What follows belongs to an exercise in optimizing a design on an open flow for small area and a short achievable clock period; a production flow would make more cautious choices. Where RTL was checked, it was by simulation tests only, not by an equivalence proof against the original. Only the layout flow was run in runs 3 and 4; the RTL was not checked for function there. No activity file was given, so power comes from the tool's default toggle rates.

==> flow/config.mk <==
export PLATFORM = sky130hd
export DESIGN_NAME = albert_periph
export DESIGN_NICKNAME = albert_periph
export VERILOG_FILES = /design/flow/design.v
export SDC_FILE = /design/flow/constraint.sdc
export NUM_CORES = 4
export LEC_CHECK = 0
export ABC_AREA = 1
export CAP_MARGIN = 20
export CORE_MARGIN = 2
export CORE_UTILIZATION = 40
export SETUP_SLACK_MARGIN = 4.5
export SLEW_MARGIN = 20
==> flow/constraint.sdc <==
create_clock -name core_clock -period 10.0 [get_ports {clk}]
set_input_delay 2.0000 -clock core_clock [delete_from_list [all_inputs] [get_ports {clk}]]
set_output_delay 2.0000 -clock core_clock [all_outputs]
set_load 0.01 [all_outputs]
==> flow/design.v <==
module albert_fifo #(
    parameter CAP = 16,
    parameter CW  = 5
) (
    input               clk,
    input               rst,
    input               clear,
    input               push,
    input      [7:0]    din,
    input               pop,
    output     [7:0]    head,        
    output reg [CW-1:0] count
);
    reg [7:0] mem [0:CAP-1];
    integer i;
    always @(posedge clk) begin
        if (push) begin
            mem[0] <= din;
            for (i = 1; i < CAP; i = i + 1)
                mem[i] <= mem[i-1];
        end
    end
    wire [CW-1:0] idx = count - 1'b1;
    assign head = mem[idx];
    always @(posedge clk) begin
        if (rst || clear)
            count <= {CW{1'b0}};
        else if (push && !pop)
            count <= count + 1'b1;
        else if (pop && !push)
            count <= count - 1'b1;
    end
endmodule
module albert_serial (
    input             clk,
    input             rst,
    input             soft_rst,
    input             host_valid,
    input      [7:0]  host_data,
    output            host_ready,
    output reg        tx_valid,
    output reg [7:0]  tx_data,
    output reg        rx_overrun,
    input      [3:0]  sub,
    input             data_rd,       
    input             data_wr,       
    input      [7:0]  wdata,
    output reg [7:0]  rdata,         
    output            rd_empty,      
    output            wr_full,       
    output            rx_half_full,
    output            rx_quarter_full
);
    localparam N_RX = 1200;
    localparam N_TX = 1200;
    wire tick = !soft_rst;
    wire [3:0] ig_count;
    wire [7:0] ig_mem_head;
    wire       ig_full  = (ig_count == 4'd10);
    wire       ig_empty = (ig_count == 4'd0);
    wire       ig_push  = host_valid && !ig_full;
    wire       ig_pop;
    wire [7:0] ig_head  = ig_empty ? host_data : ig_mem_head;
    assign host_ready = !rst && !ig_full;
    albert_fifo #(.CAP(10), .CW(4)) u_ingress (
        .clk(clk), .rst(rst), .clear(1'b0),
        .push(ig_push), .din(host_data),
        .pop(ig_pop), .head(ig_mem_head), .count(ig_count)
    );
    reg  [10:0] rx_wait;
    wire        rx_due = (rx_wait == N_RX - 1);
    assign ig_pop = tick && rx_due && (!ig_empty || host_valid);
    wire [4:0] rx_count;
    wire [7:0] rx_mem_head;
    wire       rx_full  = (rx_count == 5'd16);
    wire       rx_push  = ig_pop && !rx_full;
    wire [4:0] rx_mid   = rx_count + rx_push;
    wire       rx_mid_empty = (rx_count == 5'd0) && !rx_push;
    wire       rx_pop   = data_rd && !rx_mid_empty;
    wire [7:0] rx_out   = (rx_count == 5'd0) ? ig_head : rx_mem_head;
    always @(posedge clk) begin
        if (rst) begin
            rx_wait    <= 11'd0;
            rx_overrun <= 1'b0;
        end else begin
            rx_overrun <= ig_pop && rx_full;
            if (tick)
                rx_wait <= ig_pop ? 11'd0 : (rx_due ? rx_wait : rx_wait + 1'b1);
        end
    end
    albert_fifo #(.CAP(16), .CW(5)) u_rx (
        .clk(clk), .rst(rst), .clear(soft_rst),
        .push(rx_push), .din(ig_head),
        .pop(rx_pop), .head(rx_mem_head), .count(rx_count)
    );
    reg         transmitting;
    reg  [10:0] tx_countdown;
    wire [4:0]  tx_count;
    wire [7:0]  tx_head;
    wire        tx_last = (tx_countdown == 11'd1);
    wire        tx_pop  = tick && !transmitting && (tx_count != 5'd0);
    wire [4:0]  tx_mid  = tx_count - tx_pop;
    wire        tx_mid_full = (tx_count == 5'd16) && !tx_pop;
    wire        tx_push = data_wr && !tx_mid_full;
    always @(posedge clk) begin
        if (rst) begin
            transmitting <= 1'b0;
            tx_valid     <= 1'b0;
        end else begin
            tx_valid <= tick && transmitting && tx_last;
            if (soft_rst)
                transmitting <= 1'b0;
            else if (transmitting)
                transmitting <= !tx_last;
            else if (tx_count != 5'd0)
                transmitting <= 1'b1;
        end
    end
    always @(posedge clk) begin
        if (transmitting)
            tx_countdown <= tx_countdown - 1'b1;
        else
            tx_countdown <= N_TX;
        if (tx_pop)
            tx_data <= tx_head;
    end
    albert_fifo #(.CAP(16), .CW(5)) u_tx (
        .clk(clk), .rst(rst), .clear(soft_rst),
        .push(tx_push), .din(wdata),
        .pop(tx_pop), .head(tx_head), .count(tx_count)
    );
    assign rd_empty = rx_mid_empty;
    assign wr_full  = tx_mid_full;
    assign rx_half_full    = (rx_mid >= 5'd8);
    assign rx_quarter_full = (rx_mid >= 5'd4);
    always @(*) begin
        case (sub)
            4'h0:    rdata = rx_mid_empty ? 8'h00 : rx_out;
            4'h1:    rdata = {6'd0, !rx_mid_empty, !tx_mid_full};
            4'h2:    rdata = {7'd0, tx_mid == 5'd0};
            4'h3:    rdata = {7'd0, tx_mid < 5'd8};
            4'h4:    rdata = {7'd0, tx_mid_full};
            4'h5:    rdata = {7'd0, tx_mid_full};
            4'h6:    rdata = {7'd0, rx_mid_empty};
            4'h7:    rdata = {7'd0, rx_half_full};
            4'h8:    rdata = {7'd0, rx_quarter_full};
            4'h9:    rdata = {7'd0, rx_mid == 5'd16};
            4'hE:    rdata = {3'd0, rx_mid};
            4'hF:    rdata = {3'd0, tx_mid};
            default: rdata = 8'h00;
        endcase
    end
endmodule
module albert_counter (
    input             clk,
    input             rst,
    input             tick,
    output     [15:0] value_now,    
    output            is_zero       
);
    reg [2:0]  pre;
    reg [15:0] value;
    wire        step       = tick && (pre == 3'd7);
    wire [15:0] value_inc  = value + 1'b1;
    assign value_now = step ? value_inc : value;
    assign is_zero   = (value_now == 16'h0000);
    always @(posedge clk) begin
        if (rst) begin
            pre   <= 3'd0;
            value <= 16'h0000;
        end else if (tick) begin
            pre   <= pre + 1'b1;
            value <= value_now;
        end
    end
endmodule
module albert_ic (
    input             clk,
    input             rst,
    input             tick,
    input      [15:0] src,           
    input             wr_mask,
    input             wr_clear,
    input      [15:0] wdata,
    output     [15:0] status_now,    
    output reg [15:0] mask,
    output            irq
);
    reg [15:0] status;
    assign status_now = tick ? (status | (mask & src)) : status;
    assign irq        = (status != 16'h0000);
    always @(posedge clk) begin
        if (rst) begin
            status <= 16'h0000;
            mask   <= 16'h0000;
        end else begin
            status <= wr_clear ? (status_now & ~wdata) : status_now;
            if (wr_mask)
                mask <= wdata;
        end
    end
endmodule
module albert_periph (
    input             clk,
    input             rst,
    input             soft_rst,
    input             bus_req,
    input             bus_we,
    input      [19:0] bus_addr,
    input      [15:0] bus_wdata,
    output reg [15:0] bus_rdata,
    output reg        bus_fault,
    output reg        bus_warn,
    input      [2:0]  host_valid,
    input      [23:0] host_data,
    output     [2:0]  host_ready,
    output     [2:0]  tx_valid,
    output     [23:0] tx_data,
    output     [2:0]  rx_overrun,
    input      [7:0]  ext_src,
    output            irq
);
    wire tick = !soft_rst;
    wire [3:0] slot = bus_addr[7:4];
    wire [3:0] sub  = bus_addr[3:0];
    wire       mmio = bus_req && !soft_rst && (bus_addr[19:8] == 12'h0F0) && (slot <= 4'd13);
    wire       sel_ic  = mmio && (slot == 4'd1);
    wire       sel_cnt = mmio && (slot == 4'd4);
    wire       sel_unm = mmio && (slot >= 4'd5);
    wire [2:0] sel_ser = {mmio && (slot == 4'd3), mmio && (slot == 4'd2), mmio && (slot == 4'd0)};
    wire [15:0] cnt_value;
    wire        cnt_zero;
    albert_counter u_cnt (
        .clk(clk), .rst(rst), .tick(tick),
        .value_now(cnt_value), .is_zero(cnt_zero)
    );
    wire [7:0] ser_rdata [0:2];
    wire [2:0] ser_rd_empty, ser_wr_full, ser_half, ser_quarter;
    genvar g;
    generate
        for (g = 0; g < 3; g = g + 1) begin : ser
            albert_serial u_ser (
                .clk(clk), .rst(rst), .soft_rst(soft_rst),
                .host_valid(host_valid[g]), .host_data(host_data[8*g +: 8]),
                .host_ready(host_ready[g]),
                .tx_valid(tx_valid[g]), .tx_data(tx_data[8*g +: 8]),
                .rx_overrun(rx_overrun[g]),
                .sub(sub),
                .data_rd(sel_ser[g] && !bus_we && (sub == 4'h0)),
                .data_wr(sel_ser[g] && bus_we && (sub == 4'h0)),
                .wdata(bus_wdata[7:0]),
                .rdata(ser_rdata[g]),
                .rd_empty(ser_rd_empty[g]), .wr_full(ser_wr_full[g]),
                .rx_half_full(ser_half[g]), .rx_quarter_full(ser_quarter[g])
            );
        end
    endgenerate
    wire [15:0] ic_src = {ext_src,
                          ser_quarter[2], ser_half[2],
                          ser_quarter[1], ser_half[1],
                          ser_quarter[0], ser_half[0],
                          cnt_zero, 1'b0};
    wire [15:0] ic_status, ic_mask;
    albert_ic u_ic (
        .clk(clk), .rst(rst), .tick(tick), .src(ic_src),
        .wr_mask(sel_ic && bus_we && (sub == 4'h1)),
        .wr_clear(sel_ic && bus_we && (sub == 4'h2)),
        .wdata(bus_wdata),
        .status_now(ic_status), .mask(ic_mask), .irq(irq)
    );
    reg [15:0] rdata;
    always @(*) begin
        case (slot[2:0])
            3'd0:    rdata = {8'h00, ser_rdata[0]};
            3'd1:    rdata = sub[0] ? ic_mask : ic_status;
            3'd2:    rdata = {8'h00, ser_rdata[1]};
            3'd3:    rdata = {8'h00, ser_rdata[2]};
            default: rdata = cnt_value;
        endcase
    end
    wire fault = sel_unm || (sel_cnt && bus_we) || (sel_ic && bus_we && (sub > 4'h2));
    wire warn  = |(sel_ser & (bus_we ? ((sub != 4'h0) ? 3'b111 : ser_wr_full)
                                     : ((sub == 4'h0) ? ser_rd_empty : 3'b000)));
    always @(posedge clk) begin
        bus_rdata <= rdata;
        if (rst) begin
            bus_fault <= 1'b0;
            bus_warn  <= 1'b0;
        end else begin
            bus_fault <= fault;
            bus_warn  <= warn;
        end
    end
endmodule
==> flow/run.sh <==
#!/bin/bash
# synth_recipe.tcl (not shown) runs the flow's synth.tcl, then flattens the netlist and writes it again
# the make line also repeats each setting of config.mk as NAME=value (left out here)
make -C /OpenROAD-flow-scripts/flow DESIGN_CONFIG=/design/flow/config.mk WORK_HOME=/design/flow/orfs CLKGATE_MAP_FILE= SYNTH_SCRIPT=/design/flow/synth_recipe.tcl finish
==> flow_metrics.py, run 1 <==
metrics = {
    "status": {
        "outcome": "timing/DRC/antenna clean",
    },
    "synthesis": {
        "synthXorXnorAreaFrac_pct": 1.26,
        "synthArstFlopShare_pct": 0,
        "yosysTopAreaCellShare_pct": 60.2,
        "synth_edf_count": 1032,
        "synthSimpleGateAreaFrac_pct": 20.0,
        "synth_compound_area_share_pct": 5.35,
        "netlist_instances": 4714,
        "synth_area_um2": 51400,
        "synthFlopType": "edfxtp_1",
        "yosysTopAreaCell": "edfxtp_1",
        "synthTopCellsByArea": "edfxtp_1, nand2_1, dfxtp_1",
        "yosysWarnings": 8,
        "synth.net_count": 4877,
        "synthMuxAreaShare_pct": 0.0195,
        "ys_ff_latch": 1218,
        "synth_cell_type_count": 67,
        "synth-seq-area-share_pct": 67.5,
        "synth_fa_ha_area_share_pct": 2.12,
        "netlist_top_cells_count": "nand2_1, edfxtp_1, nor2_1, inv_1, nand3_1",
        "yosys.cell_count.top_type": "nand2_1",
        "syn_area_per_cell_um2": 10.9,
        "synth_top_family_by_area": "simple AND/OR/NAND/NOR gates",
    },
    "worst_hold_path": {
        "min_from": "ser[2].u_ser.u_ingress.mem[0][5]$_DFFE_PP_",
        "hold_depth": 0,
        "hp-class": "reg2reg",
    },
    "setup_path": {
        "crit_type": "in2out",
        "crit_family": "buffers and inverters",
        "reg2reg_depth": 23,
        "cp_cell_sequence": "buf_2 -> nor2_1 -> clkdlybuf4s50_1",
        "required_ns": 8.00,
        "cp_slowest_stage_delay_ns": 0.51,
        "worstPathArrival_ns": 3.19,
        "crit_path_end_kind": "primary output",
        "cp_max_fo": 22,
        "crit_start": "rst",
        "cp.depth": 3,
        "worstSetupStartpointType": "input port",
        "r2r-start": "ser[2].u_ser.u_ingress.count[1]$_SDFFE_PP0P_",
        "slowest_stage": "clkdlybuf4s50_1",
        "path_buf_inv": 2,
    },
    "detailed_routing": {
        "drtPass1Iterations": 6,
        "vias": 34500,
        "postRouteWirelength_um": 124000,
        "drc_errors": 0,
        "wl_per_cell_um": 18.5,
        "routed_via_density": 5.15,
        "drtIter0Drc": 3192,
        "ant_nets": 0,
    },
    "grt": {
        "grt_first_pass_wirelength_um": 193000,
        "grt.total_usage_pct": 18.7,
        "antenna_found_initial": 11,
        "grt_pass1_vias": 33100,
        "grt_max_degree": 85,
        "grt_overflow": 0,
    },
    "die": {
        "die_w_um": 363,
        "die-area_um2": 131000,
        "core_um2": 128000,
        "fp.dieH_um": 363,
        "start_util_pct": 40.3,
        "rows": 131,
        "io_pins": 128,
    },
    "timing": {
        "worst_pin_slew_ns": 1.19,
        "fmaxAchievable_mhz": 193,
        "fin_crit_sh_pct": 51.9,
        "rsz0062_at_grt": "false",
        "post-route-min-period_ns": 5.19,
        "hold_viol": 0,
        "slew_headroom_pct": 20.0,
        "setup_violations": 0,
        "fin_skew_ns": 0.0237,
        "whs_ns": 0.428,
        "slew_viol_final": 0,
        "setup-tns-final_ns": 0,
    },
    "placed_design": {
        "port_buffers": 127,
        "place_congestion": 0.879,
        "dpl.hpwl_um": 84600,
    },
    "clock_tree": {
        "clock_path_buffers": 3,
        "clk_latency_ns": 0.77,
        "htree_levels": 4,
        "cts_tree": "built",
        "clk_pin_slew_worst_paths_ns": 0.06,
        "cts-root-buf": "clkbuf_16",
        "numCtsBuffers": 134,
        "cts_hold_buf": 0,
        "cts_sinks": 1218,
        "cts_setup_buffers": 0,
    },
    "power_and_ir_drop": {
        "power_density_nw_per_um2": 185,
        "leakagePower_nw": 21.8,
        "ir_worst_vdd_v": 0.000143,
    },
    "layout": {
        "finalNetCount": 5096,
        "areaGrowthSynthToFinish_pct": 14.9,
        "fillers": 11600,
        "layout-drive-gt1-share_pct": 7.38,
    },
    "job": {
        "drv_cap": 0,
    },
}
## through the flow
stage / instance area, um^2 / util [%] / total power, mW / cells / setup WS, ns
after CTS: 59100 / 46.3 / 11.0 / 6702 / 4.54
after floorplan: 51700 / - / 6.02 / 4714 / 2.80
final: 59100 / 46.3 / 10.9 / 6704 / 4.81
after global placement: 54800 / 43.0 / 6.22 / 6459 / 3.69
after detailed placement: 54800 / 43.0 / 6.23 / 6459 / 3.60
after global routing: 59100 / 46.3 / 11.3 / 6702 / 4.55
## cells by family after synthesis
group                      after synthesis
AOI/OAI and AO/OA                      460
adders and majority gates               87
and+or+nand+nor                       2404
xor gates and xnor gates                61
buffers and inverters                  483
DFF                                   1218
muxes                                    1
## worst paths after layout
check | to | slack [ns]
worst max-delay path | host_ready[0] | 4.81
worst min-delay path | ser[2].u_ser.u_ingress.mem[1][5]$_DFFE_PP_ | 0.43
worst max register to register | bus_rdata[0]$_DFF_P_ | 5.61
worst min register to register | ser[2].u_ser.u_ingress.mem[1][5]$_DFFE_PP_ | 0.43
## per-layer routing
metal,GRT usage [%],vias up,routed length (um)
li1,-,16800,-
met4,5.64,8,2930
met1,26.8,16500,57800
met3,3.82,203,7870
met5,0,-,55
met2,28.6,1021,55100
## where the power goes
part | internal, mW | leakage, nW | switching [mW]
clock network | 2.74 | 2.08 | 2.06
logic | 0.157 | 8.72 | 0.367
registers | 5.55 | 11.0 | 0.0483
total | 8.44 | 21.8 | 2.48
## area by class of cell
class	instances	area [um^2]	share of cell area (%)
Antenna cell	2	5.00	0.00847
Inverter	415	1590	2.69
Tap cell	1662	2080	3.52
Sequential cell	1218	34700	58.7
Multi-Input combinational cell	3013	15000	25.4
Clock buffer	180	3630	6.14
Clock inverter	63	612	1.04
Timing Repair Buffer	151	1460	2.47
## state kept, by name, summed over array words and instances, names as in the netlist, 16 cells and up
name and count:
bus_rdata 16, ser.u_ser.rx_wait 33, ser.u_ser.tx_countdown 33, ser.u_ser.tx_data 24, ser.u_ser.u_ingress.mem 240, ser.u_ser.u_rx.mem 384, ser.u_ser.u_tx.mem 384, u_cnt.value 16
u_ic.mask 16, u_ic.status 16
## cells in the final DEF (no fill, tap or decap), types with 12 or more instances in the layout
cell type	n
nand2_1	1307
edfxtp_1	1032
nor2_1	466
inv_1	378
nand3_1	276
dfxtp_1	186
a21oi_1	141
clkbuf_16	135
o21ai_0	134
clkdlybuf4s50_1	126
nand4_1	124
ha_1	84
nor3_1	62
clkbuf_1	37
xor2_1	31
nand2_2	30
o22ai_1	28
nor4_1	25
clkinv_1	24
inv_2	24
a221oi_1	24
a211oi_1	23
nor2_4	23
clkinv_2	21
xnor2_1	20
buf_4	20
nor2_2	19
a22oi_1	19
o21ai_1	18
a31oi_1	17
and3_1	12
## timing repair
item | CTS | global route
gates resized for setup | 3 | 3
hold endpoints to repair | 0 | 0
endpoints found under the setup margin | 227 | 236
gates cloned | 0 | 0
==> inputs of run 2 (changes only) <==
--- a/flow/config.mk
+++ b/flow/config.mk
@@ -7,3 +7,2 @@
 export LEC_CHECK = 0
-export ABC_AREA = 1
 export CAP_MARGIN = 20
@@ -11,3 +10,2 @@
 export CORE_UTILIZATION = 40
-export SETUP_SLACK_MARGIN = 4.5
 export SLEW_MARGIN = 20
==> run 2 against run 1 <==
  * Maximum frequency shrank 6.3%
  * Critical path depth is 11 higher
  * Count of clock-buffer cells in the layout is 21 lower
  * Via count rose by 8.6%
  * Sequential power about the same
  * Final cell count down 8.2%
  * Clock power rose by 4.6%
  * Largest cell class unchanged
  * Highest routed layer unchanged
==> flow_metrics.py, run 2 <==
metrics = {
    "status": {
        "outcome": "timing/DRC/antenna clean",
    },
    "timing": {
        "slew_headroom_pct": 23.6,
        "setup-tns-final_ns": 0,
        "hold_viol": 0,
        "fmaxAchievable_mhz": 181,
        "whs_ns": 0.437,
        "fin_skew_ns": 0.0320,
        "worst_pin_slew_ns": 1.14,
        "setup_ws_ns": 4.47,
        "post-route-min-period_ns": 5.53,
        "rsz0062_at_grt": "false",
        "fin_crit_sh_pct": 55.3,
        "setup_violations": 0,
        "slew_viol_final": 0,
    },
    "synthesis": {
        "netlist_top_cells_count": "edfxtp_1, nand2_1, nor2_1, clkbuf_1, a22oi_1",
        "netlist_instances": 4214,
        "yosysTopAreaCellShare_pct": 57.8,
        "synth_fa_ha_area_share_pct": 2.03,
        "synthTopCellsByArea": "edfxtp_1, dfxtp_1, a22oi_1",
        "synth_top_family_by_area": "compound AO/OA/AOI/OAI gates",
        "ys_ff_latch": 1218,
        "synth_compound_area_share_pct": 15.5,
        "synth_cell_type_count": 86,
        "synth.net_count": 4377,
        "yosysTopAreaCell": "edfxtp_1",
        "synthFlopType": "edfxtp_1",
        "syn_area_per_cell_um2": 12.7,
        "yosys.cell_count.top_type": "edfxtp_1",
        "synthMuxAreaShare_pct": 2.14,
        "synthArstFlopShare_pct": 0,
        "yosysWarnings": 8,
        "synthXorXnorAreaFrac_pct": 1.63,
        "synth_edf_count": 1032,
        "synth_area_um2": 53600,
        "synthSimpleGateAreaFrac_pct": 11.2,
        "synth-seq-area-share_pct": 64.8,
    },
    "clock_tree": {
        "cts_resized": 0,
        "numCtsBuffers": 135,
        "cts-root-buf": "clkbuf_16",
        "clk_latency_ns": 0.79,
        "cts_tree": "built",
        "cts_sinks": 1218,
        "htree_levels": 4,
        "clk_pin_slew_worst_paths_ns": 0.06,
        "cts_hold_buf": 0,
        "cts_setup_buffers": 0,
        "clock_path_buffers": 3,
    },
    "placed_design": {
        "place_congestion": 0.916,
        "dpl.hpwl_um": 93600,
        "place_ws_ns": 3.68,
        "port_buffers": 127,
        "place_area_um2": 56700,
        "dp_cells": 5902,
    },
    "detailed_routing": {
        "routed_via_density": 6.09,
        "ant_nets": 0,
        "drtPass1Iterations": 9,
        "drtIter0Drc": 5037,
        "wl_per_cell_um": 23.7,
        "postRouteWirelength_um": 146000,
        "drc_errors": 0,
        "vias": 37500,
    },
    "worst_hold_path": {
        "min_from": "ser[0].u_ser.u_rx.mem[12][7]$_DFFE_PP_",
        "hp-class": "reg2reg",
        "hold_end": "ser[0].u_ser.u_rx.mem[13][7]$_DFFE_PP_",
        "hold_depth": 0,
    },
    "die": {
        "start_util_pct": 40.2,
        "die_w_um": 370,
        "die-area_um2": 137000,
        "io_pins": 128,
        "fp.dieH_um": 370,
        "rows": 134,
        "core_um2": 133000,
    },
    "layout": {
        "areaGrowthSynthToFinish_pct": 14.0,
        "fin_area_um2": 61100,
        "ff_latch_area_um2": 34700,
        "layout-drive-gt1-share_pct": 8.92,
        "finalNetCount": 4435,
        "fillers": 11900,
        "final_cell_mix": "edfxtp_1, nand2_1, nor2_1",
        "final_common_cell": "edfxtp_1",
        "multi_input_area_um2": 17500,
        "instances_no_fill": 6152,
        "finish.utilization_pct": 45.8,
        "reg_top3": "ser.u_ser.u_rx.mem (384), ser.u_ser.u_tx.mem (384), ser.u_ser.u_ingress.mem (240)",
    },
    "grt": {
        "grt_overflow": 0,
        "grt_pass1_vias": 35200,
        "antenna_found_initial": 12,
        "grt_max_degree": 87,
        "grt_first_pass_wirelength_um": 220000,
        "grt.total_usage_pct": 20.8,
    },
    "power_and_ir_drop": {
        "p_sw_share_pct": 23.4,
        "p_int_mw": 8.67,
        "power_mw": 11.3,
        "leakagePower_nw": 20.0,
        "p_seq_share_pct": 49.6,
        "ir_worst_vdd_v": 0.000130,
        "combPwrFrac_pct": 6.0,
        "p_sw_mw": 2.64,
        "pwr-share-clk_pct": 44.4,
        "power_density_nw_per_um2": 185,
    },
    "setup_path": {
        "required_ns": 10.61,
        "path_buf_inv": 2,
        "r2r-start": "ser[0].u_ser.u_ingress.count[0]$_SDFFE_PP0P_",
        "worstSetupStartpointType": "input port",
        "cp.depth": 14,
        "cp_slowest_stage_delay_ns": 0.61,
        "crit_path_end_kind": "register",
        "slowest_stage": "buf_4",
        "r2r-end": "bus_rdata[3]$_DFF_P_",
        "r2r_slack_ns": 4.57,
        "cp_max_fo": 56,
        "worstPathArrival_ns": 6.15,
        "cp_cell_sequence": "clkdlybuf4s50_1 -> nor4b_1 -> or2_2 -> nor3b_4 -> buf_4 -> ha_1 -> ha_1 -> and2_1 -> a21oi_1 -> o31a_1 -> a31oi_1 -> a21oi_1 -> a2111oi_0 -> a32oi_1",
        "crit_type": "in2reg",
        "crit_family": "compound AO/OA/AOI/OAI gates",
        "reg2reg_depth": 15,
    },
    "job": {
        "drv_cap": 0,
    },
}
[run 2: cells by family (layout without fill, tap and decap cells)]
logic type | count (synthesis) | after routing
compound gates | 1151 | 1151
mux | 107 | 107
fa+ha+maj | 87 | 87
other cells | 0 | 3
flops | 1218 | 1218
simple gates | 1174 | 1174
buf+inv | 377 | 544
xor+xnor | 100 | 100
[run 2: layer usage]
layer / vias up / GRT usage, % / part of all wire, %
met5: - / 0 / 0.025
met4: 6 / 7.57 / 3.2
met3: 265 / 4.35 / 8.5
met2: 1698 / 30.3 / 44
met1: 18700 / 30.4 / 45
li1: 16800 / - / -
[run 2: how the worst max path moves through the flow]
stage | slack (ns) | end | startpoint
5_1_grt | 4.24 | bus_rdata[2]$_DFF_P_ | host_valid[0]
3_3_place_gp | 3.80 | bus_rdata[2]$_DFF_P_ | host_valid[0]
6_report | 4.47 | bus_rdata[3]$_DFF_P_ | host_valid[0]
2_1_floorplan | -3.97 | ser[1].u_ser.u_tx.count[2]$_SDFFE_PP0P_ | bus_addr[1]
4_1_cts | 4.49 | bus_rdata[2]$_DFF_P_ | host_valid[0]
3_5_place_dp | 3.68 | bus_rdata[2]$_DFF_P_ | host_valid[0]
[run 2: final cells by class]
class	count	area share, %
sequential	1218	56.8
multi-input combinational	2619	28.7
clock buffer	159	5.78
tap	1768	3.62
timing repair buffer	205	3.02
clock inverter	87	1.48
inverter	93	0.571
antenna	3	0.0123
[run 2: power by group through the flow]
stage               clock network [mW]  registers (mW)  logic, mW
floorplan                            0            5.69      0.433
global placement                     0            5.72      0.667
detailed placement                   0            5.72      0.673
CTS                               5.12            5.61      0.676
global route                      5.32            5.62      0.735
finish                            5.02            5.61      0.679
==> inputs of run 3 (changes only) <==
--- a/flow/design.v
+++ b/flow/design.v
@@ -2,3 +2,4 @@
     parameter CAP = 16,
-    parameter CW  = 5
+    parameter CW  = 5,
+    parameter PW  = 4
 ) (
@@ -10,3 +11,3 @@
     input               pop,
-    output     [7:0]    head,        
+    output reg [7:0]    head,        
     output reg [CW-1:0] count
@@ -22,4 +23,8 @@
     end
-    wire [CW-1:0] idx = count - 1'b1;
-    assign head = mem[idx];
+    always @(*) begin
+        head = 8'h00;
+        for (i = 0; i < CAP; i = i + 1)
+            if (count[PW-1:0] == ((i + 1) % (1 << PW)))
+                head = head | mem[i];
+    end
     always @(posedge clk) begin
@@ -53,4 +58,6 @@
 );
-    localparam N_RX = 1200;
-    localparam N_TX = 1200;
+    localparam [10:0] LFSR_1199 = 11'd1103;
+    function [10:0] lfsr_step(input [10:0] s);
+        lfsr_step = {s[9:0], ~(s[10] ^ s[8])};
+    endfunction
     wire tick = !soft_rst;
@@ -64,3 +71,3 @@
     assign host_ready = !rst && !ig_full;
-    albert_fifo #(.CAP(10), .CW(4)) u_ingress (
+    albert_fifo #(.CAP(10), .CW(4), .PW(4)) u_ingress (
         .clk(clk), .rst(rst), .clear(1'b0),
@@ -70,3 +77,3 @@
     reg  [10:0] rx_wait;
-    wire        rx_due = (rx_wait == N_RX - 1);
+    wire        rx_due = (rx_wait == LFSR_1199);
     assign ig_pop = tick && rx_due && (!ig_empty || host_valid);
@@ -74,2 +81,3 @@
     wire [7:0] rx_mem_head;
+    wire       rx_empty = (rx_count == 5'd0);
     wire       rx_full  = (rx_count == 5'd16);
@@ -77,5 +85,5 @@
     wire [4:0] rx_mid   = rx_count + rx_push;
-    wire       rx_mid_empty = (rx_count == 5'd0) && !rx_push;
+    wire       rx_mid_empty = rx_empty && !rx_push;
     wire       rx_pop   = data_rd && !rx_mid_empty;
-    wire [7:0] rx_out   = (rx_count == 5'd0) ? ig_head : rx_mem_head;
+    wire [7:0] rx_out   = rx_empty ? ig_head : rx_mem_head;
     always @(posedge clk) begin
@@ -86,7 +94,9 @@
             rx_overrun <= ig_pop && rx_full;
-            if (tick)
-                rx_wait <= ig_pop ? 11'd0 : (rx_due ? rx_wait : rx_wait + 1'b1);
-        end
-    end
-    albert_fifo #(.CAP(16), .CW(5)) u_rx (
+            if (ig_pop)
+                rx_wait <= 11'd0;
+            else if (tick && !rx_due)
+                rx_wait <= lfsr_step(rx_wait);
+        end
+    end
+    albert_fifo #(.CAP(16), .CW(5), .PW(4)) u_rx (
         .clk(clk), .rst(rst), .clear(soft_rst),
@@ -96,6 +106,6 @@
     reg         transmitting;
-    reg  [10:0] tx_countdown;
+    reg  [10:0] tx_wait;
     wire [4:0]  tx_count;
     wire [7:0]  tx_head;
-    wire        tx_last = (tx_countdown == 11'd1);
+    wire        tx_last = (tx_wait == LFSR_1199);
     wire        tx_pop  = tick && !transmitting && (tx_count != 5'd0);
@@ -119,6 +129,3 @@
     always @(posedge clk) begin
-        if (transmitting)
-            tx_countdown <= tx_countdown - 1'b1;
-        else
-            tx_countdown <= N_TX;
+        tx_wait <= transmitting ? lfsr_step(tx_wait) : 11'd0;
         if (tx_pop)
@@ -126,3 +133,3 @@
     end
-    albert_fifo #(.CAP(16), .CW(5)) u_tx (
+    albert_fifo #(.CAP(16), .CW(5), .PW(4)) u_tx (
         .clk(clk), .rst(rst), .clear(soft_rst),
--- a/flow/config.mk
+++ b/flow/config.mk
@@ -7,5 +7,9 @@
 export LEC_CHECK = 0
+export ABC_AREA = 1
 export CAP_MARGIN = 20
 export CORE_MARGIN = 2
-export CORE_UTILIZATION = 40
+export CORE_UTILIZATION = 60
+export CTS_BUF_LIST = sky130_fd_sc_hd__clkbuf_8
+export CTS_CLUSTER_SIZE = 20
+export SETUP_SLACK_MARGIN = 4.5
 export SLEW_MARGIN = 20
==> run 3 against run 2 <==
  * Still clean
  * Synthesized cell count increased by 0.64%
  * Die area shrank 38%
  * Maximum frequency increased by 2.6%
  * First-iteration DRC count fell by 30%
  * Critical path depth down 7
  * Critical path type is now in2out
==> flow_metrics.py, run 3 <==
metrics = {
    "status": {
        "outcome": "timing/DRC/antenna clean",
    },
    "timing": {
        "whs_ns": 0.416,
        "fmaxAchievable_mhz": 185,
        "setup-tns-final_ns": 0,
        "rsz0062_at_grt": "false",
        "fin_skew_ns": 0.0202,
        "fin_crit_sh_pct": 53.9,
        "slew_viol_final": 0,
        "hold_viol": 0,
        "setup_violations": 0,
        "worst_pin_slew_ns": 1.09,
        "post-route-min-period_ns": 5.39,
        "setup_ws_ns": 4.61,
        "slew_headroom_pct": 27.6,
    },
    "synthesis": {
        "synth_edf_count": 1032,
        "synth_fa_ha_area_share_pct": 1.68,
        "synth.net_count": 4380,
        "netlist_instances": 4241,
        "synth_compound_area_share_pct": 7.09,
        "ys_ff_latch": 1218,
        "yosysTopAreaCellShare_pct": 62.6,
        "yosys.cell_count.top_type": "edfxtp_1",
        "synthArstFlopShare_pct": 0,
        "synth_area_um2": 49500,
        "synth_top_family_by_area": "simple AND/OR/NAND/NOR gates",
        "synthSimpleGateAreaFrac_pct": 16.3,
        "yosysWarnings": 8,
        "synth_cell_type_count": 54,
        "netlist_top_cells_count": "edfxtp_1, nand2_1, inv_1, nand3_1, nor2_1",
        "syn_area_per_cell_um2": 11.7,
        "synthTopCellsByArea": "edfxtp_1, dfxtp_1, nand2_1",
        "synthXorXnorAreaFrac_pct": 0.743,
        "yosysTopAreaCell": "edfxtp_1",
        "synth-seq-area-share_pct": 70.1,
        "synthFlopType": "edfxtp_1",
        "synthMuxAreaShare_pct": 0,
    },
    "die": {
        "io_pins": 128,
        "start_util_pct": 60.5,
        "rows": 105,
        "die_w_um": 291,
        "fp.dieH_um": 291,
        "core_um2": 81800,
        "die-area_um2": 84900,
    },
    "detailed_routing": {
        "postRouteWirelength_um": 114000,
        "wl_per_cell_um": 19.9,
        "drtPass1Iterations": 5,
        "drc_errors": 0,
        "vias": 32600,
        "routed_via_density": 5.68,
        "ant_nets": 0,
        "drtIter0Drc": 3501,
    },
    "placed_design": {
        "port_buffers": 127,
        "dpl.hpwl_um": 77200,
        "place_congestion": 0.907,
        "place_ws_ns": 3.49,
        "place_area_um2": 52300,
        "dp_cells": 5384,
    },
    "layout": {
        "areaGrowthSynthToFinish_pct": 13.2,
        "fillers": 6152,
        "final_cell_mix": "edfxtp_1, nand2_1, inv_1",
        "finalNetCount": 4646,
        "multi_input_area_um2": 13100,
        "reg_top3": "ser.u_ser.u_rx.mem (384), ser.u_ser.u_tx.mem (384), ser.u_ser.u_ingress.mem (240)",
        "ff_latch_area_um2": 34700,
        "final_common_cell": "edfxtp_1",
        "fin_area_um2": 56000,
        "instances_no_fill": 5742,
        "layout-drive-gt1-share_pct": 9.47,
    },
    "setup_path": {
        "worstSetupStartpointType": "input port",
        "crit_path_end_kind": "primary output",
        "required_ns": 8.00,
        "crit_type": "in2out",
        "cp_max_fo": 37,
        "crit_start": "rst",
        "r2r-start": "ser[1].u_ser.u_ingress.count[0]$_SDFFE_PP0P_",
        "worstPathArrival_ns": 3.39,
    },
    "grt": {
        "grt.total_usage_pct": 27.0,
        "grt_max_degree": 91,
        "grt_overflow": 0,
        "antenna_found_initial": 9,
        "grt_first_pass_wirelength_um": 177000,
        "grt_pass1_vias": 31100,
    },
    "power_and_ir_drop": {
        "pwr-share-clk_pct": 40.6,
        "ir_worst_vdd_v": 0.000141,
        "p_seq_share_pct": 55.6,
        "power_density_nw_per_um2": 179,
        "p_sw_mw": 2.22,
        "leakagePower_nw": 20.8,
        "p_int_mw": 7.83,
        "combPwrFrac_pct": 3.8,
        "p_sw_share_pct": 22.1,
    },
    "clock_tree": {
        "cts_setup_buffers": 0,
        "clk_latency_ns": 0.84,
        "numCtsBuffers": 191,
        "cts_tree": "built",
        "cts_sinks": 1218,
        "cts-root-buf": "clkbuf_8",
        "clk_pin_slew_worst_paths_ns": 0.06,
        "clock_path_buffers": 3,
        "htree_levels": 4,
        "cts_hold_buf": 0,
    },
    "job": {
        "drv_cap": 0,
    },
    "worst_hold_path": {
        "hp-class": "reg2reg",
        "min_from": "ser[2].u_ser.tx_wait[6]$_SDFF_PN0_",
    },
}
==> run 3: changes by cell type in the layout (fill, tap and decap cells not counted), moves of 50 or more <==
| cell | change |
|---|---|
| nand2_1 | +688 |
| inv_1 | +370 |
| a22oi_1 | -220 |
| clkbuf_8 | +209 |
| nand3_1 | +193 |
| clkbuf_16 | -137 |
| a222oi_1 | -67 |
| nor2b_1 | -65 |
| mux2i_1 | -63 |
| nor2_1 | +61 |
| buf_4 | -59 |
| nor3_1 | -51 |
| a21oi_1 | -50 |
==> run 3: area by class of cell <==
| type | instances | area share [%] |
|---|---|---|
| Antenna cell | 5 | 0.0223 |
| Clock buffer | 211 | 5.18 |
| Clock inverter | 142 | 1.47 |
| Inverter | 443 | 2.98 |
| Multi-Input combinational cell | 2500 | 23.3 |
| Sequential cell | 1218 | 61.9 |
| Tap cell | 1070 | 2.39 |
| Timing Repair Buffer | 153 | 2.69 |
==> run 3: path summary, 6_finish.rpt <==
kind / end / slack [ns] / depth (start not counted)
worst min register to register: ser[2].u_ser.tx_wait[7]$_SDFF_PN0_ / 0.42 / 2
worst max register to register: bus_rdata[5]$_DFF_P_ / 5.65 / 20
worst max-delay path: host_ready[1] / 4.61 / 7
worst min-delay path: ser[2].u_ser.tx_wait[7]$_SDFF_PN0_ / 0.42 / 2
==> run 3: metal layers <==
metal  track usage, %  part of all wire, %
met5                0                0.039
met4             10.1                  2.8
met3             6.16                  7.7
met2             40.4                   45
met1             38.9                   44
==> run 3: metrics by stage <==
stage / utilization (%) / power, mW
after detailed placement: 63.8 / 6.07
after CTS: 68.4 / 10.1
after global routing: 68.5 / 10.4
after global placement: 63.8 / 6.07
after floorplan: - / 5.90
final: 68.5 / 10.1
==> run 3: cell families (layout without fill, tap and decap cells) <==
family	after synthesis	in the layout
DFF	1218	1218
buffers and inverters	523	949
AOI/OAI and AO/OA	551	551
xor gates and xnor gates	42	42
and+or+nand+nor	1844	1844
other	0	5
adders and majority gates	63	63
==> run 3: power groups by stage <==
stage | Sequential, mW | Clock (mW) | Combinational (mW)
floorplan | 5.68 | 0 | 0.224
global placement | 5.69 | 0 | 0.373
detailed placement | 5.70 | 0 | 0.375
CTS | 5.59 | 4.17 | 0.377
global route | 5.60 | 4.40 | 0.417
finish | 5.59 | 4.08 | 0.380
==> run 3: critical path, stage by stage <==
cell             delay [ns]
buf_2                  0.08
buf_6                  0.31
inv_2                  0.14
buf_12                 0.20
nand2_1                0.09
inv_1                  0.04
clkdlybuf4s50_1        0.47
==> run 3: what timing repair did <==
item / CTS / global route
pin swaps: 0 / 0
gates resized for setup: 4 / 10
setup endpoints to repair: 3 / 7
==> inputs of run 4 (changes only) <==
--- a/flow/config.mk
+++ b/flow/config.mk
@@ -10,5 +10,3 @@
 export CORE_MARGIN = 2
-export CORE_UTILIZATION = 60
-export CTS_BUF_LIST = sky130_fd_sc_hd__clkbuf_8
-export CTS_CLUSTER_SIZE = 20
+export CORE_UTILIZATION = 40
 export SETUP_SLACK_MARGIN = 4.5
==> run 4 against run 3 <==
  * First-iteration DRC count is 5.2% lower
  * Count of clock-buffer cells in the layout is 38 lower
  * Clock skew is 0.0075 ns higher
  * Global-route usage is 8.7 points lower
  * Wire length is 2.6% higher
  * Utilization is 22 points lower
  * Sequential share of layout area is 1.4 points lower
  * Clock power is 18% higher
  * Synthesized area stayed put
  * Largest cell class unchanged
  * Largest power group unchanged
==> flow_metrics.py, run 4 <==
metrics = {
    "status": {
        "outcome": "timing/DRC/antenna clean",
    },
    "worst_hold_path": {
        "hold_end": "ser[2].u_ser.u_tx.mem[1][3]$_DFFE_PP_",
        "hold_depth": 0,
        "hp-class": "reg2reg",
        "min_from": "ser[2].u_ser.u_tx.mem[0][3]$_DFFE_PP_",
    },
    "layout": {
        "final_common_cell": "edfxtp_1",
        "fin_area_um2": 57300,
        "finish.utilization_pct": 46.5,
        "layout-drive-gt1-share_pct": 8.19,
        "areaGrowthSynthToFinish_pct": 15.7,
        "final_cell_mix": "edfxtp_1, nand2_1, inv_1",
        "reg_top3": "ser.u_ser.u_rx.mem (384), ser.u_ser.u_tx.mem (384), ser.u_ser.u_ingress.mem (240)",
        "finalNetCount": 4588,
        "instances_no_fill": 6195,
    },
    "synthesis": {
        "synth_top_family_by_area": "simple AND/OR/NAND/NOR gates",
        "synth_compound_area_share_pct": 7.09,
        "synth-seq-area-share_pct": 70.1,
        "yosysTopAreaCell": "edfxtp_1",
        "ys_ff_latch": 1218,
        "syn_area_per_cell_um2": 11.7,
        "netlist_instances": 4241,
        "synth_area_um2": 49500,
        "synth_fa_ha_area_share_pct": 1.68,
        "synthMuxAreaShare_pct": 0,
        "synthXorXnorAreaFrac_pct": 0.743,
        "synth.net_count": 4380,
        "netlist_top_cells_count": "edfxtp_1, nand2_1, inv_1, nand3_1, nor2_1",
        "synth_edf_count": 1032,
        "synthArstFlopShare_pct": 0,
        "yosys.cell_count.top_type": "edfxtp_1",
        "synthTopCellsByArea": "edfxtp_1, dfxtp_1, nand2_1",
        "yosysTopAreaCellShare_pct": 62.6,
        "synthFlopType": "edfxtp_1",
        "synth_cell_type_count": 54,
        "synthSimpleGateAreaFrac_pct": 16.3,
        "yosysWarnings": 8,
    },
    "grt": {
        "grt_max_degree": 92,
        "grt_overflow": 0,
        "antenna_found_initial": 4,
        "grt_pass1_vias": 30900,
        "grt.total_usage_pct": 18.3,
        "grt_first_pass_wirelength_um": 181000,
    },
    "setup_path": {
        "slowest_stage": "clkdlybuf4s50_1",
        "critPathMostFrequentCell": "buf_12",
        "required_ns": 8.00,
        "crit_path_end_kind": "primary output",
        "cp_cell_sequence": "buf_2 -> buf_12 -> clkinvlp_4 -> buf_12 -> nand2_1 -> inv_1 -> clkdlybuf4s50_1",
        "worstSetupStartpointType": "input port",
        "r2r-end": "bus_rdata[5]$_DFF_P_",
        "cp_max_fo": 37,
        "reg2reg_depth": 20,
        "worstPathArrival_ns": 3.46,
        "r2r_slack_ns": 5.72,
        "crit_start": "rst",
        "r2r-start": "ser[1].u_ser.u_ingress.count[0]$_SDFFE_PP0P_",
        "crit_type": "in2out",
        "cp_slowest_stage_delay_ns": 0.47,
    },
    "die": {
        "io_pins": 128,
        "die-area_um2": 127000,
        "start_util_pct": 40.2,
        "core_um2": 123000,
        "rows": 129,
        "die_w_um": 356,
        "fp.dieH_um": 356,
    },
    "clock_tree": {
        "clk_latency_ns": 0.75,
        "clk_pin_slew_worst_paths_ns": 0.06,
        "cts_sinks": 1218,
        "cts-root-buf": "clkbuf_16",
        "cts_tree": "built",
        "cts_hold_buf": 0,
        "numCtsBuffers": 132,
        "htree_levels": 4,
        "clock_path_buffers": 3,
    },
    "power_and_ir_drop": {
        "leakagePower_nw": 20.8,
        "p_int_mw": 8.50,
        "p_sw_share_pct": 21.2,
        "power_mw": 10.8,
        "p_seq_share_pct": 51.8,
        "power_density_nw_per_um2": 188,
        "ir_worst_vdd_v": 0.000159,
        "pwr-share-clk_pct": 44.7,
        "combPwrFrac_pct": 3.5,
        "p_sw_mw": 2.29,
    },
    "detailed_routing": {
        "drtPass1Iterations": 6,
        "wl_per_cell_um": 19.0,
        "routed_via_density": 5.21,
        "postRouteWirelength_um": 117000,
        "drc_errors": 0,
        "drtIter0Drc": 3318,
        "ant_nets": 0,
        "vias": 32300,
    },
    "placed_design": {
        "dp_cells": 5952,
        "port_buffers": 127,
        "dpl.hpwl_um": 80000,
        "place_area_um2": 53000,
        "place_congestion": 0.870,
    },
    "timing": {
        "rsz0062_at_grt": "false",
        "hold_viol": 0,
        "fmaxAchievable_mhz": 183,
        "setup_violations": 0,
        "slew_headroom_pct": 15.0,
        "post-route-min-period_ns": 5.46,
        "fin_crit_sh_pct": 54.6,
        "setup-tns-final_ns": 0,
        "slew_viol_final": 0,
        "worst_pin_slew_ns": 1.26,
        "fin_skew_ns": 0.0277,
    },
    "job": {
        "drv_cap": 0,
    },
}
## run 4: worst max-delay path by stage
stage,endpoint,slack [ns],cells past startpoint
CTS,host_ready[2],4.46,7
global placement,ser[1].u_ser.u_tx.count[4]$_SDFFE_PP0P_,3.64,18
finish,host_ready[2],4.54,7
global route,host_ready[2],4.51,7
floorplan,ser[2].u_ser.u_tx.count[4]$_SDFFE_PP0P_,1.45,16
detailed placement,ser[1].u_ser.u_tx.count[4]$_SDFFE_PP0P_,3.54,18
## run 4: critical path, delay by kind of cell
kind	cells	cell delay, ns
buffers and inverters	6	1.23
AND/OR/NAND/NOR	1	0.15
## run 4: final cells by class
type | count | area (um^2)
antenna | 1 | 2.50
multi-input combinational | 2500 | 13100
clock buffer | 173 | 3580
inverter | 443 | 1670
sequential | 1218 | 34700
clock inverter | 69 | 706
fill | 11200 | 66000
timing repair buffer | 154 | 1510
tap | 1637 | 2050
## run 4: what timing repair did
item,in CTS,in global routing
setup buffers,0,0
endpoints found under the setup margin,5,7
gates resized for setup,6,6
## run 4: routing by layer
metal / global-route usage, % / routed length [um] / vias to the layer above / part of all wire (%)
met5: 0 / 18 / - / 0.015
met4: 5.94 / 2770 / 4 / 2.4
met3: 3.57 / 7660 / 176 / 6.5
met2: 27.7 / 52000 / 946 / 44
met1: 26.6 / 55000 / 15700 / 47
li1: - / - / 15400 / -
## run 4: stage by stage
| step | setup slack, ns | hold slack, ns |
|---|---|---|
| 2_1_floorplan | 1.45 | 0.405 |
| 5_1_grt | 4.51 | 0.439 |
| 4_1_cts | 4.46 | 0.427 |
| 6_report | 4.54 | 0.428 |
| 3_5_place_dp | 3.54 | 0.418 |
| 3_3_place_gp | 3.64 | 0.417 |
## run 4: power by group through the flow
stage | logic (mW) | registers [mW] | clock network, mW
3_3_place_gp | 0.373 | 5.69 | 0
4_1_cts | 0.378 | 5.59 | 4.94
5_1_grt | 0.417 | 5.60 | 5.14
2_1_floorplan | 0.224 | 5.68 | 0
6_report | 0.378 | 5.59 | 4.83
3_5_place_dp | 0.375 | 5.70 | 0
## run 4: logic make-up (layout without fill, tap and decap cells)
group,Yosys count,count (layout)
simple gates,1844,1844
flops,1218,1218
compound gates,551,551
buf+inv,523,839
fa+ha+maj,63,63
xor+xnor,42,42
other cells,0,1
==> inputs of run 5 (changes only) <==
--- a/flow/design.v
+++ b/flow/design.v
@@ -29,2 +29,4 @@
     end
+    wire [CW-1:0] count_inc = count + 1'b1;
+    wire [CW-1:0] count_dec = count - 1'b1;
     always @(posedge clk) begin
@@ -32,6 +34,4 @@
             count <= {CW{1'b0}};
-        else if (push && !pop)
-            count <= count + 1'b1;
-        else if (pop && !push)
-            count <= count - 1'b1;
+        else if (push != pop)
+            count <= push ? count_inc : count_dec;
     end
@@ -82,6 +82,8 @@
     wire       rx_empty = (rx_count == 5'd0);
-    wire       rx_full  = (rx_count == 5'd16);
-    wire       rx_push  = ig_pop && !rx_full;
-    wire [4:0] rx_mid   = rx_count + rx_push;
-    wire       rx_mid_empty = rx_empty && !rx_push;
+    wire       rx_full  = rx_count[4];
+    wire       rx_take  = rx_due && !rx_full && (!ig_empty || host_valid);
+    wire       rx_push  = tick && rx_take;
+    wire [4:0] rx_mid   = rx_take ? rx_count + 1'b1 : rx_count;
+    wire       rx_mid_empty = rx_empty && !rx_take;
+    wire       rx_mid_full  = rx_full || (rx_count == 5'd15 && rx_take);
     wire       rx_pop   = data_rd && !rx_mid_empty;
@@ -111,4 +113,7 @@
     wire        tx_pop  = tick && !transmitting && (tx_count != 5'd0);
-    wire [4:0]  tx_mid  = tx_count - tx_pop;
-    wire        tx_mid_full = (tx_count == 5'd16) && !tx_pop;
+    wire        tx_popped   = !transmitting && (tx_count != 5'd0);
+    wire [4:0]  tx_mid      = tx_popped ? tx_count - 1'b1 : tx_count;
+    wire        tx_mid_full = tx_count[4] && transmitting;
+    wire        tx_mid_empty = (tx_count == 5'd0) || (tx_count == 5'd1 && !transmitting);
+    wire        tx_mid_low   = !tx_count[4] && (!tx_count[3] || (tx_count[2:0] == 3'd0 && !transmitting));
     wire        tx_push = data_wr && !tx_mid_full;
@@ -146,4 +151,4 @@
             4'h1:    rdata = {6'd0, !rx_mid_empty, !tx_mid_full};
-            4'h2:    rdata = {7'd0, tx_mid == 5'd0};
-            4'h3:    rdata = {7'd0, tx_mid < 5'd8};
+            4'h2:    rdata = {7'd0, tx_mid_empty};
+            4'h3:    rdata = {7'd0, tx_mid_low};
             4'h4:    rdata = {7'd0, tx_mid_full};
@@ -153,3 +158,3 @@
             4'h8:    rdata = {7'd0, rx_quarter_full};
-            4'h9:    rdata = {7'd0, rx_mid == 5'd16};
+            4'h9:    rdata = {7'd0, rx_mid_full};
             4'hE:    rdata = {3'd0, rx_mid};
@@ -168,7 +173,5 @@
     reg [2:0]  pre;
-    reg [15:0] value;
-    wire        step       = tick && (pre == 3'd7);
-    wire [15:0] value_inc  = value + 1'b1;
-    assign value_now = step ? value_inc : value;
-    assign is_zero   = (value_now == 16'h0000);
+    reg [15:0] ahead;
+    assign value_now = ahead;
+    assign is_zero   = (ahead == 16'h0000);
     always @(posedge clk) begin
@@ -176,6 +179,7 @@
             pre   <= 3'd0;
-            value <= 16'h0000;
+            ahead <= 16'h0000;
         end else if (tick) begin
-            pre   <= pre + 1'b1;
-            value <= value_now;
+            pre <= pre + 1'b1;
+            if (pre == 3'd6)
+                ahead <= ahead + 1'b1;
         end
@@ -232,3 +236,4 @@
     wire [3:0] sub  = bus_addr[3:0];
-    wire       mmio = bus_req && !soft_rst && (bus_addr[19:8] == 12'h0F0) && (slot <= 4'd13);
+    wire       hit  = bus_req && (bus_addr[19:8] == 12'h0F0);
+    wire       mmio = hit && tick && (slot <= 4'd13);
     wire       sel_ic  = mmio && (slot == 4'd1);
@@ -237,2 +242,3 @@
     wire [2:0] sel_ser = {mmio && (slot == 4'd3), mmio && (slot == 4'd2), mmio && (slot == 4'd0)};
+    wire [2:0] hit_ser = {hit && (slot == 4'd3), hit && (slot == 4'd2), hit && (slot == 4'd0)};
     wire [15:0] cnt_value;
@@ -255,4 +261,4 @@
                 .sub(sub),
-                .data_rd(sel_ser[g] && !bus_we && (sub == 4'h0)),
-                .data_wr(sel_ser[g] && bus_we && (sub == 4'h0)),
+                .data_rd(hit_ser[g] && !bus_we && (sub == 4'h0)),
+                .data_wr(hit_ser[g] && bus_we && (sub == 4'h0)),
                 .wdata(bus_wdata[7:0]),
--- a/flow/config.mk
+++ b/flow/config.mk
@@ -10,4 +10,6 @@
 export CORE_MARGIN = 2
-export CORE_UTILIZATION = 40
-export SETUP_SLACK_MARGIN = 4.5
+export CORE_UTILIZATION = 60
+export CTS_CLUSTER_DIAMETER = 100
+export CTS_CLUSTER_SIZE = 30
+export SETUP_SLACK_MARGIN = 4.8
 export SLEW_MARGIN = 20
==> run 5 against run 4 <==
  * Still clean
  * Register-to-register slack improved by 0.46 ns
  * Combinational power rose by about 10%
  * Design area fell by 6.1%
  * First-iteration DRC count rose by 9.6%
  * Clock power fell by about 50%
  * Global-route usage rose by 8.4 points
  * Utilization rose by 19 points
  * Critical path depth fell by 1
  * Maximum frequency rose by 5.8%
  * Critical path type unchanged
==> flow_metrics.py, run 5 <==
metrics = {
    "detailed_routing": {
        "drtPass1Iterations": 6,
        "drtIter0Drc": 3636,
        "ant_nets": 0,
        "wl_per_cell_um": 20.6,
        "postRouteWirelength_um": 116000,
        "drc_errors": 0,
        "routed_via_density": 5.78,
        "vias": 32400,
    },
    "setup_path": {
        "worstSetupStartpointType": "input port",
        "cp_max_fo": 38,
        "crit_path_end_kind": "primary output",
        "crit_type": "in2out",
        "r2r-start": "ser[1].u_ser.u_ingress.count[0]$_SDFFE_PP0P_",
        "worstPathArrival_ns": 3.16,
        "crit_start": "rst",
        "r2r_slack_ns": 6.18,
        "required_ns": 8.00,
    },
    "synthesis": {
        "synthFlopType": "edfxtp_1",
        "netlist_instances": 4373,
        "synthArstFlopShare_pct": 0,
        "yosysWarnings": 8,
        "syn_area_per_cell_um2": 11.4,
        "synth_cell_type_count": 65,
        "synth_edf_count": 1032,
        "synth-seq-area-share_pct": 69.5,
        "synth.net_count": 4498,
        "yosysTopAreaCell": "edfxtp_1",
        "yosysTopAreaCellShare_pct": 62.1,
        "netlist_top_cells_count": "nand2_1, edfxtp_1, inv_1, nor2_1, nand3_1",
        "yosys.cell_count.top_type": "nand2_1",
        "ys_ff_latch": 1218,
        "synthTopCellsByArea": "edfxtp_1, nand2_1, dfxtp_1",
        "synth_area_um2": 49900,
    },
    "die": {
        "rows": 105,
        "io_pins": 128,
        "core_um2": 82200,
        "fp.dieH_um": 292,
        "die-area_um2": 85600,
        "die_w_um": 292,
        "start_util_pct": 60.7,
    },
    "grt": {
        "grt.total_usage_pct": 26.7,
        "grt_max_degree": 89,
        "antenna_found_initial": 4,
        "grt_first_pass_wirelength_um": 177000,
        "grt_overflow": 0,
        "grt_pass1_vias": 30000,
    },
    "clock_tree": {
        "cts_hold_buf": 0,
        "numCtsBuffers": 47,
        "clk_latency_ns": 0.65,
        "clock_path_buffers": 3,
        "htree_levels": 2,
        "cts-root-buf": "clkbuf_16",
        "cts_tree": "built",
        "clk_pin_slew_worst_paths_ns": 0.11,
        "cts_sinks": 1218,
    },
    "layout": {
        "final_cell_mix": "nand2_1, edfxtp_1, inv_1",
        "final_common_cell": "nand2_1",
        "fillers": 6393,
        "instances_no_fill": 5610,
        "layout-drive-gt1-share_pct": 5.12,
        "finalNetCount": 4623,
        "reg_top3": "ser.u_ser.u_rx.mem (384), ser.u_ser.u_tx.mem (384), ser.u_ser.u_ingress.mem (240)",
        "multi_input_area_um2": 13200,
        "areaGrowthSynthToFinish_pct": 7.77,
        "ff_latch_area_um2": 34700,
    },
    "worst_hold_path": {
        "min_from": "ser[0].u_ser.u_ingress.mem[3][6]$_DFFE_PP_",
        "hp-class": "reg2reg",
    },
    "timing": {
        "worst_pin_slew_ns": 1.10,
        "setup-tns-final_ns": 0,
        "fin_crit_sh_pct": 51.6,
        "slew_headroom_pct": 26.4,
        "slew_viol_final": 0,
        "setup_violations": 0,
        "hold_viol": 0,
        "post-route-min-period_ns": 5.16,
        "fin_skew_ns": 0.0422,
        "rsz0062_at_grt": "false",
        "whs_ns": 0.418,
        "fmaxAchievable_mhz": 194,
    },
    "placed_design": {
        "port_buffers": 127,
        "place_congestion": 0.916,
        "dpl.hpwl_um": 79400,
        "dp_cells": 5516,
    },
    "power_and_ir_drop": {
        "p_sw_share_pct": 21.7,
        "leakagePower_nw": 19.5,
        "combPwrFrac_pct": 5.0,
        "pwr-share-clk_pct": 28.6,
        "p_sw_mw": 1.82,
        "p_int_mw": 6.59,
        "ir_worst_vdd_v": 0.000206,
        "p_seq_share_pct": 66.4,
        "power_density_nw_per_um2": 156,
    },
    "status": {
        "outcome": "timing/DRC/antenna clean",
    },
    "job": {
        "drv_cap": 0,
    },
}
## run 5: what timing repair did
action                     in CTS  in global routing
resized for setup               8                  5
buffers inserted                0                  2
setup endpoints to repair       8                 68
gates cloned                    1                  0
## run 5: cells by family after synthesis
| kind of cell | share of synthesized area [%] |
|---|---|
| compound gates | 6.72 |
| xor+xnor | 0.456 |
| fa+ha+maj | 1.23 |
| buf+inv | 4.25 |
| flops | 69.5 |
| mux | 0.0902 |
| simple gates | 17.7 |
## run 5: power groups by stage
stage | clock [mW] | sequential (mW) | combinational (mW)
4_1_cts | 2.47 | 5.58 | 0.419
3_3_place_gp | 0 | 5.70 | 0.411
3_5_place_dp | 0 | 5.70 | 0.413
2_1_floorplan | 0 | 5.68 | 0.253
5_1_grt | 2.63 | 5.59 | 0.461
6_report | 2.41 | 5.58 | 0.417
## run 5: through the flow
step	total power [mW]	area (um^2)	util [%]	setup slack (ns)
2_1_floorplan	5.93	50000	-	4.62
4_1_cts	8.47	53800	65.4	4.77
3_5_place_dp	6.11	52300	63.6	3.97
3_3_place_gp	6.11	52300	63.6	4.05
6_report	8.41	53800	65.4	4.84
5_1_grt	8.68	53800	65.4	4.80
## run 5: per-layer routing
layer / up-vias / GRT usage [%] / part of all wire (%)
met5: - / 0 / 0.023
met4: 4 / 5.08 / 1.6
met3: 112 / 4.04 / 7.7
met2: 1153 / 40.3 / 44
met1: 15700 / 41.8 / 46
li1: 15500 / - / -
## run 5: path summary, 6_finish.rpt
check	depth (start not counted)	to
hold reg to reg	0	ser[0].u_ser.u_ingress.mem[4][6]$_DFFE_PP_
hold / removal	0	ser[0].u_ser.u_ingress.mem[4][6]$_DFFE_PP_
setup / recovery	6	host_ready[0]
setup reg to reg	11	ser[1].u_ser.u_rx.mem[15][3]$_DFFE_PP_
## run 5: area by class of cell
class,instances,area share (%)
sequential,1218,64.5
multi-input combinational,2630,24.4
inverter,448,3.17
timing repair buffer,153,2.84
tap,1070,2.49
clock buffer,81,2.44
clock inverter,5,0.105
antenna,5,0.0232
## run 5: worst max-delay path: stages
cell and delay [ns]:
buf_12 0.15, inv_2 0.12, buf_12 0.17, nand2_1 0.11
inv_1 0.07, clkdlybuf4s50_1 0.52
==> inputs of run 6 (changes only) <==
--- a/flow/config.mk
+++ b/flow/config.mk
@@ -13,3 +13,3 @@
 export CTS_CLUSTER_SIZE = 30
-export SETUP_SLACK_MARGIN = 4.8
+export SETUP_SLACK_MARGIN = 5
 export SLEW_MARGIN = 20
==> run 6 against run 5 <==
  * Wire length increased by 0.83%
  * Combinational power increased by 2%
  * Count of clock-buffer cells in the layout increased by 3
  * Critical endpoint unchanged
==> flow_metrics.py, run 6 <==
metrics = {
    "placed_design": {
        "port_buffers": 127,
        "place_area_um2": 52400,
        "place_congestion": 0.908,
        "dpl.hpwl_um": 79100,
    },
    "timing": {
        "fin_skew_ns": 0.0174,
        "slew_headroom_pct": 27.2,
        "hold_viol": 0,
        "worst_pin_slew_ns": 1.09,
        "fmaxAchievable_mhz": 206,
        "post-route-min-period_ns": 4.85,
        "setup-tns-final_ns": 0,
        "setup_violations": 0,
        "fin_crit_sh_pct": 48.5,
        "rsz0062_at_grt": "false",
        "slew_viol_final": 0,
    },
    "grt": {
        "grt_first_pass_wirelength_um": 177000,
        "grt_pass1_vias": 30000,
        "grt.total_usage_pct": 26.9,
        "antenna_found_initial": 3,
        "grt_overflow": 0,
        "grt_max_degree": 96,
    },
    "clock_tree": {
        "cts-root-buf": "clkbuf_16",
        "cts_tree": "built",
        "clk_latency_ns": 0.66,
        "cts_hold_buf": 0,
        "clock_path_buffers": 3,
        "htree_levels": 2,
        "cts_sinks": 1218,
        "clk_pin_slew_worst_paths_ns": 0.11,
        "numCtsBuffers": 46,
    },
    "layout": {
        "reg_top3": "ser.u_ser.u_rx.mem (384), ser.u_ser.u_tx.mem (384), ser.u_ser.u_ingress.mem (240)",
        "final_cell_mix": "nand2_1, edfxtp_1, inv_1",
        "ff_latch_area_um2": 34700,
        "finalNetCount": 4623,
        "fillers": 6361,
        "multi_input_area_um2": 13200,
        "fin_area_um2": 53900,
        "areaGrowthSynthToFinish_pct": 8.02,
        "final_common_cell": "nand2_1",
        "layout-drive-gt1-share_pct": 5.29,
    },
    "power_and_ir_drop": {
        "ir_worst_vdd_v": 0.000201,
        "p_sw_share_pct": 21.6,
        "power_mw": 8.44,
        "p_sw_mw": 1.82,
        "power_density_nw_per_um2": 156,
        "combPwrFrac_pct": 5.0,
        "pwr-share-clk_pct": 28.8,
        "p_seq_share_pct": 66.2,
        "p_int_mw": 6.62,
        "leakagePower_nw": 19.6,
    },
    "setup_path": {
        "cp_slowest_stage_delay_ns": 0.27,
        "worstPathArrival_ns": 2.85,
        "slowest_stage": "dlygate4sd2_1",
        "path_buf_inv": 5,
        "crit_type": "in2out",
        "worstSetupStartpointType": "input port",
        "r2r-start": "ser[0].u_ser.u_rx.count[0]$_SDFFE_PP0P_",
        "reg2reg_depth": 13,
        "crit_family": "buffers and inverters",
        "cp_cell_sequence": "buf_16 -> clkinvlp_4 -> buf_12 -> nand2_1 -> inv_1 -> dlygate4sd2_1",
        "required_ns": 8.00,
        "cp.depth": 6,
        "r2r-end": "bus_rdata[6]$_DFF_P_",
        "crit_path_end_kind": "primary output",
        "cp_max_fo": 19,
        "r2r_slack_ns": 6.65,
    },
    "synthesis": {
        "yosysTopAreaCellShare_pct": 62.1,
        "netlist_top_cells_count": "nand2_1, edfxtp_1, inv_1, nor2_1, nand3_1",
        "synthTopCellsByArea": "edfxtp_1, nand2_1, dfxtp_1",
        "synth_edf_count": 1032,
        "ys_ff_latch": 1218,
        "yosys.cell_count.top_type": "nand2_1",
        "netlist_instances": 4373,
        "synthFlopType": "edfxtp_1",
        "syn_area_per_cell_um2": 11.4,
        "synthArstFlopShare_pct": 0,
        "yosysTopAreaCell": "edfxtp_1",
        "synth_cell_type_count": 65,
        "yosysWarnings": 8,
        "synth.net_count": 4498,
        "synth-seq-area-share_pct": 69.5,
        "synth_area_um2": 49900,
    },
    "job": {
        "drv_cap": 0,
    },
    "detailed_routing": {
        "ant_nets": 0,
        "postRouteWirelength_um": 117000,
        "drc_errors": 0,
        "drtIter0Drc": 3900,
        "vias": 32500,
        "drtPass1Iterations": 6,
        "routed_via_density": 5.80,
        "wl_per_cell_um": 20.8,
    },
    "die": {
        "rows": 105,
        "io_pins": 128,
        "start_util_pct": 60.7,
        "core_um2": 82200,
        "die_w_um": 292,
        "fp.dieH_um": 292,
        "die-area_um2": 85600,
    },
    "worst_hold_path": {
        "hp-class": "reg2reg",
        "min_from": "ser[0].u_ser.tx_wait[6]$_SDFF_PN0_",
        "hold_end": "ser[0].u_ser.tx_wait[7]$_SDFF_PN0_",
        "hold_depth": 2,
    },
    "status": {
        "outcome": "timing/DRC/antenna clean",
    },
}
run 6: cell counts after synthesis:
Identical to the previous run, type by type.
run 6: cell type report:
type	count	area share, %
Antenna cell	1	0.00464
Clock buffer	84	2.54
Clock inverter	2	0.0232
Inverter	448	3.22
Multi-Input combinational cell	2630	24.4
Sequential cell	1218	64.4
Tap cell	1070	2.48
Timing Repair Buffer	154	2.95
run 6: tightest hold or removal path: cells and delay by family, from the launching register on:
kind                   cells  cell delay (ns)
and+or+nand+nor            1             0.05
DFF                        1             0.32
buffers and inverters      1             0.03
run 6: worst max-delay path by stage:
stage	startpoint	to	slack (ns)
3_3_place_gp	rst	host_ready[0]	4.22
5_1_grt	bus_addr[6]	ser[1].u_ser.u_tx.mem[5][4]$_DFFE_PP_	5.09
6_report	rst	host_ready[0]	5.15
4_1_cts	bus_addr[6]	ser[0].u_ser.u_tx.mem[5][5]$_DFFE_PP_	5.03
3_5_place_dp	rst	host_ready[0]	4.22
2_1_floorplan	bus_addr[11]	ser[2].u_ser.u_tx.count[3]$_SDFFE_PP0P_	4.62
run 6: power by group through the flow:
stage	clock network (mW)	registers, mW	logic [mW]
2_1_floorplan	0	5.68	0.255
3_5_place_dp	0	5.70	0.417
4_1_cts	2.49	5.58	0.425
5_1_grt	2.64	5.59	0.468
6_report	2.43	5.58	0.426
3_3_place_gp	0	5.70	0.413
run 6: repair_timing:
| action | in CTS | in global routing |
|---|---|---|
| buffers inserted | 3 | 0 |
| endpoints found under the setup margin | 3 | 54 |
| cloned | 2 | 0 |
| gates resized for setup | 12 | 4 |
run 6: kinds of logic (layout without fill, tap and decap cells):
kind of cell | count (synthesis) | in the layout | synth area share [%]
and+or+nand+nor | 2027 | 2027 | 17.7
AOI/OAI and AO/OA | 524 | 524 | 6.72
buffers and inverters | 525 | 688 | 4.25
adders and majority gates | 49 | 49 | 1.23
DFF | 1218 | 1218 | 69.5
other | 0 | 1 | 0
xor gates and xnor gates | 26 | 26 | 0.456
muxes | 4 | 4 | 0.0902
run 6: through the flow:
stage               setup slack [ns]  cells  hold slack (ns)  util (%)
floorplan                       4.62   4373            0.405         -
global placement                4.22   5514            0.416      63.7
detailed placement              4.22   5514            0.416      63.7
CTS                             5.03   5605            0.435      65.5
global route                    5.09   5607            0.452      65.6
finish                          5.15   5607            0.436      65.6
run 6: routing by layer:
metal / GRT usage (%) / up-vias / wire [um]
li1: - / 15500 / -
met1: 41.7 / 15700 / 53500
met2: 39.6 / 1189 / 50600
met3: 4.07 / 155 / 9030
met4: 7.67 / 6 / 3340
met5: 0.624 / - / 92

[port drivers added, routing unchanged]
The results above use ideal ports. As a check the final layouts listed here were re-extracted and re-timed, cells and wires unchanged. Step 1 (the two cells are an assumption about what drives the block):
set clk [get_ports {clk}]
set_driving_cell -lib_cell sky130_fd_sc_hd__clkbuf_16 $clk
set_driving_cell -lib_cell sky130_fd_sc_hd__buf_2 [delete_from_list [all_inputs] $clk]
Step 2 adds t to the input delays and takes it off the output delays; t is the mean of the earliest and latest rising clock arrival at the registers after step 1. Input paths then give back, and output paths get back, about the clock's delay inside the block. Slacks: no drivers / after step 1 / after step 2; pairs: no drivers / after step 1.
run | t (ns) | setup WS [ns] | worst setup path after step 2 | slew at the worst register clock pin (ns)
run 1 | 0.838 | 4.812 / 4.788 / 4.011 | input to register | 0.06 / 0.06
run 2 | 0.853 | 4.466 / 4.424 / 3.668 | input to register | 0.06 / 0.06
run 3 | 0.893 | 4.609 / 4.588 / 3.903 | input to register | 0.07 / 0.07
run 4 | 0.814 | 4.539 / 4.520 / 4.014 | input to register | 0.06 / 0.06
run 5 | 0.698 | 4.838 / 4.791 / 4.248 | input to register | 0.12 / 0.12
run 6 | 0.718 | 5.152 / 4.957 / 4.570 | input to register | 0.12 / 0.12
After both steps every run listed still meets setup and hold. For run 1, which loses most, drivers alone change the setup slack by -0.024 ns; drivers and shift together by -0.801 ns.
